Background: an optimization exercise with open tools, aiming at small area, a short achievable clock period and few clock cycles. Do not read the settings as production practice.
RTL that was checked went through simulation tests only; none was proved equivalent to the original.
No activity file was given, so power comes from the tool's default toggle rates.

==> flow/design.v (excerpt) <==
module jkbus_io (
    input  wire         clk,
    input  wire         rst,           
    input  wire         cmd_valid,
    output wire         cmd_ready,
    input  wire [31:0]  cmd,
    input  wire [7:0]   ext_rdata,     
    output reg          rsp_valid,     
    output wire [7:0]   rsp_data,
    output reg          ext_valid,     
    output wire         ext_we,
    output wire [1:0]   ext_dev,
    output wire [15:0]  ext_port,
    output wire [7:0]   ext_data,
    output reg          xtick_valid,   
    output wire [27:0]  xtick_count,
    output reg          reset_ev,      
    output wire [3:0]   pb_valid,      
    output wire [31:0]  pb_data,
    output wire [127:0] pb_time,
    output wire         stb_valid,     
    output wire [31:0]  stb_time
);
export LEC_CHECK = 0
export CAP_MARGIN = 20
export CORE_MARGIN = 2
export CORE_UTILIZATION = 35
export CTS_BUF_LIST = sky130_fd_sc_hd__clkbuf_8
export PLACE_DENSITY = 0.6
export SETUP_SLACK_MARGIN = 4.0
export SLEW_MARGIN = 20
export TNS_END_PERCENT = 10
create_clock -name core_clock -period 8.0 [get_ports {clk}]
standard.sh (not shown) runs the stock make flow with config.mk's settings and CLKGATE_MAP_FILE= SYNTH_SCRIPT=/design/flow/synth_recipe.tcl, a recipe that flattens the netlist after the stock synthesis.
==> flow/flow/run.sh <==
#!/bin/bash
# The standard layout (standard.sh runs ORFS from the standard synthesis to the
# final layout), with the smallest buffer, sky130_fd_sc_hd__buf_1, on each port.
export BUFFER_PORTS_ARGS="-buffer_cell sky130_fd_sc_hd__buf_1"
bash standard.sh > standard.log 2>&1
Testbench counts at the start, summed over its fixed seeds: cycles 317,289.
Edit:
CORE_UTILIZATION = 60   (was 35)
PLACE_DENSITY = 0.75   (was 0.6)
SETUP_SLACK_MARGIN = 3.5   (was 4.0)
TNS_END_PERCENT = unset   (was 10)
After rerunning:
- wire length goes down by 5.7%
- design area goes down by 4.6%
- power goes down by about 6%
- setup slack gets worse by 0.21 ns
- hold slack gets worse by 0.0052 ns
- via count goes up by 0.75%
- utilization goes up by 27 points
- clock-buffer cell count goes down by 4
- sequential share of layout area goes up by 1.5 points
- non-clock buffer count goes down by 43
- global-route usage goes up by 13 points
Edit:
CORE_UTILIZATION = 35   (was 60)
PLACE_DENSITY = 0.6   (was 0.75)
SETUP_SLACK_MARGIN = 3.7   (was 3.5)
TNS_END_PERCENT = 3   (was unset)
The changed run completed with no timing, DRC or antenna violations.
Wire length came out higher by about 4.4%.
Synthesized area is unchanged.
Via count came out lower by 0.96%.
Die area came out higher by 70%.
Synthesized cell count stays the same.
Global-route usage came out lower by 13 points.
Combinational power came out higher by 14%.
Edit:
CORE_UTILIZATION = 45   (was 35)
PLACE_DENSITY = 0.65   (was 0.6)
Wire length is lower by a few percent; power shrinks slightly; cell count came out lower by a few percent; synthesized cell count stays the same; combinational power went down by a few percent; synthesized area does not change; setup slack gets worse by 0.054 ns; cell area shrinks slightly.


Another version of the RTL of jkbus_io (not shown whole).
Size in the first run: about 2,100 cells after synthesis, about 270 flip-flops, ~19,000 um^2 of cells after synthesis.
export LEC_CHECK = 0
export CAP_MARGIN = 20
export CORE_MARGIN = 2
export CORE_UTILIZATION = 35
export CTS_BUF_LIST = sky130_fd_sc_hd__clkbuf_8
export PLACE_DENSITY = 0.6
export SETUP_SLACK_MARGIN = 3.7
export SLEW_MARGIN = 20
export TNS_END_PERCENT = 3
create_clock -name core_clock -period 8.0 [get_ports {clk}]
Scripts as last shown in full above: flow/flow/run.sh
The first run passed the timing, design-rule and antenna checks.
Next try:
--- a/flow/config.mk
+++ b/flow/config.mk
@@ -9,7 +9,7 @@
 export CORE_MARGIN = 2
-export CORE_UTILIZATION = 35
+export CORE_UTILIZATION = 50
 export CTS_BUF_LIST = sky130_fd_sc_hd__clkbuf_8
-export PLACE_DENSITY = 0.6
-export SETUP_SLACK_MARGIN = 3.7
+export PLACE_DENSITY = 0.7
+export SETUP_SLACK_MARGIN = 3.8
 export SLEW_MARGIN = 20
-export TNS_END_PERCENT = 3
+export TNS_END_PERCENT = 10
The changed run ran to the end with no violations.
Total power is lower by a few percent.
Setup slack loses 0.083 ns.
Final area is lower by a few percent.
No run of this note included a check of the RTL's function; only the layout flow was run.


Another version of the RTL of jkbus_io (not shown whole).
Size in the first run: roughly 270 flip-flops, about 310 I/O pins, about 18,000 µm² of cells after synthesis.
clock: 8.0 ns
lec_check: 0
cap_margin: 20
core_margin: 2
core_utilization: 35
place_density: 0.6
setup_slack_margin: 2.5
slew_margin: 20
run.sh (not shown) runs the stock make flow with config.mk's settings and CLKGATE_MAP_FILE= SYNTH_SCRIPT=/design/flow/synth_recipe.tcl, a recipe that flattens the netlist after the stock synthesis.
Stock flow here: none of the scripts above is used.
The starting point produced a clean layout.
Next try:
SETUP_SLACK_MARGIN = 3.5   (was 2.5)
Register-to-register slack gets better by 0.73 ns.
Worst setup slack gets better by 0.73 ns.
Flip-flop and latch count stays the same.
Maximum frequency increases by about 16%.
Clock power drops by about 10%.
Clock skew shrinks by 0.015 ns.
Global-route usage rose by 1.1 points.
No run of this note included a check of the RTL's function; only the layout flow was run.


Another version of the RTL of jkbus_io (not shown whole).
For scale: ~2200 cells after synthesis, about 270 flip-flops.
Settings: LEC_CHECK=0, CAP_MARGIN=20, CORE_MARGIN=2, CORE_UTILIZATION=35, PLACE_DENSITY=0.6, SETUP_SLACK_MARGIN=3.5, SLEW_MARGIN=20, SYNTH_HIERARCHICAL=1; clock period 8.0 ns.
The starting point finished with timing, DRC and antenna clean.
Next try:
- SYNTH_HIERARCHICAL: 1 -> default
Combinational power falls by 38%. Clock power came out lower by about 6%. Maximum frequency went down by 4.3%. Routed wire length came out lower by 2.7%. Flip-flop and latch count does not change. Final area is lower by 4.5%.
No run of this note included a check of the RTL's function; only the layout flow was run.


jkbus_io, a different RTL version from the one above (not shown whole).
Size in the first run: about 2100 cells after synthesis, ~280 flip-flops, roughly 0.018 sq mm of cells after synthesis.
export LEC_CHECK = 0
export CAP_MARGIN = 20
export CORE_MARGIN = 2
export CORE_UTILIZATION = 35
export PLACE_DENSITY = 0.6
export SETUP_SLACK_MARGIN = 4.5
export SLEW_MARGIN = 20
create_clock -name core_clock -period 8.0 [get_ports {clk}]
Testbench counts at the start, summed over its fixed seeds: cycles 317,289.
Rerun with:
==> flow/flow/run.sh (new file) <==
#!/bin/bash
# The standard layout (standard.sh runs ORFS from the standard synthesis to the
# final layout), with the smallest buffer, sky130_fd_sc_hd__buf_1, on each port.
export BUFFER_PORTS_ARGS="-buffer_cell sky130_fd_sc_hd__buf_1"
bash standard.sh > standard.log 2>&1
==> flow/standard.sh (new file) <==
#!/bin/bash
# synth_recipe.tcl (not shown) runs the flow's synth.tcl, then flattens the netlist and writes it again
# the make line also repeats each setting of config.mk as NAME=value (left out here)
make -C /OpenROAD-flow-scripts/flow DESIGN_CONFIG=/design/flow/config.mk WORK_HOME=/design/flow/orfs CLKGATE_MAP_FILE= SYNTH_SCRIPT=/design/flow/synth_recipe.tcl "${@:-finish}"
- CTS_BUF_LIST: default -> sky130_fd_sc_hd__clkbuf_4
- SETUP_SLACK_MARGIN: 4.5 -> 3.5
removed: flow/run.sh
Cell area decreases by roughly a tenth.
Power decreases by a little under a tenth.
Die area does not change.
Rerun with:
==> flow/run.sh (new file) <==
#!/bin/bash
# synth_recipe.tcl (not shown) runs the flow's synth.tcl, then flattens the netlist and writes it again
# the make line also repeats each setting of config.mk as NAME=value (left out here)
make -C /OpenROAD-flow-scripts/flow DESIGN_CONFIG=/design/flow/config.mk WORK_HOME=/design/flow/orfs CLKGATE_MAP_FILE= SYNTH_SCRIPT=/design/flow/synth_recipe.tcl finish
- CTS_BUF_LIST: sky130_fd_sc_hd__clkbuf_4 -> default
removed: flow/flow/run.sh
removed: flow/standard.sh
The new run went through all stages and came out clean.
Setup slack gains 0.14 ns.
Area after synthesis does not change.
Die area is unchanged.
Cell count falls by 3.0%.
Total power rose by 5.7%.
Clock skew fell by 0.049 ns.
Clock-buffer cell count decreases by 78.
Design area rose by 8.3%.

==> static timing again, ports no longer ideal <==
Ports are ideal in the flow. The routed layouts listed here were re-timed in OpenROAD.
Step 1, drivers: a clkbuf_16 drives clk and a buf_2 each remaining input, both assumed.
Step 2 also shifts input and output timing later by t, the mid clock arrival at the registers, as if the neighbouring blocks saw the same clock.
Slacks: ideal ports / drivers / drivers and shift; pairs: ideal ports / drivers.
run | t, ns | setup WS [ns] | worst setup path after step 2
the first run of note 1 | 0.691 | 3.653 / 3.653 / 3.653 | register to register
the second run of note 1 | 0.622 | 3.445 / 3.445 / 3.445 | register to register
the third run of note 1 | 0.673 | 3.598 / 3.550 / 3.484 | input to register
the fourth run of note 1 | 0.643 | 3.545 / 3.502 / 3.545 | register to register
the first run of note 2 | 0.686 | 3.679 / 3.628 / 3.680 | register to register
the second run of note 2 | 0.675 | 3.596 / 3.596 / 3.596 | register to register
the first run of note 3 | 0.619 | 2.651 / 2.651 / 2.651 | register to register
the second run of note 3 | 0.668 | 3.377 / 3.377 / 3.377 | register to register
the first run of note 4 | 0.641 | 3.408 / 3.408 / 3.098 | input to register
the second run of note 4 | 0.642 | 3.201 / 3.201 / 3.201 | register to register
the first run of note 5 | 0.627 | 3.440 / 3.440 / 3.440 | register to register
the second run of note 5 | 0.837 | 3.402 / 3.402 / 3.402 | register to register
the third run of note 5 | 0.593 | 3.542 / 3.542 / 3.220 | input to register
After both steps setup and hold are still met in every run listed. For the third run of note 5, which loses most, drivers alone change the setup slack by 0.000 ns; drivers and shift together by -0.322 ns.
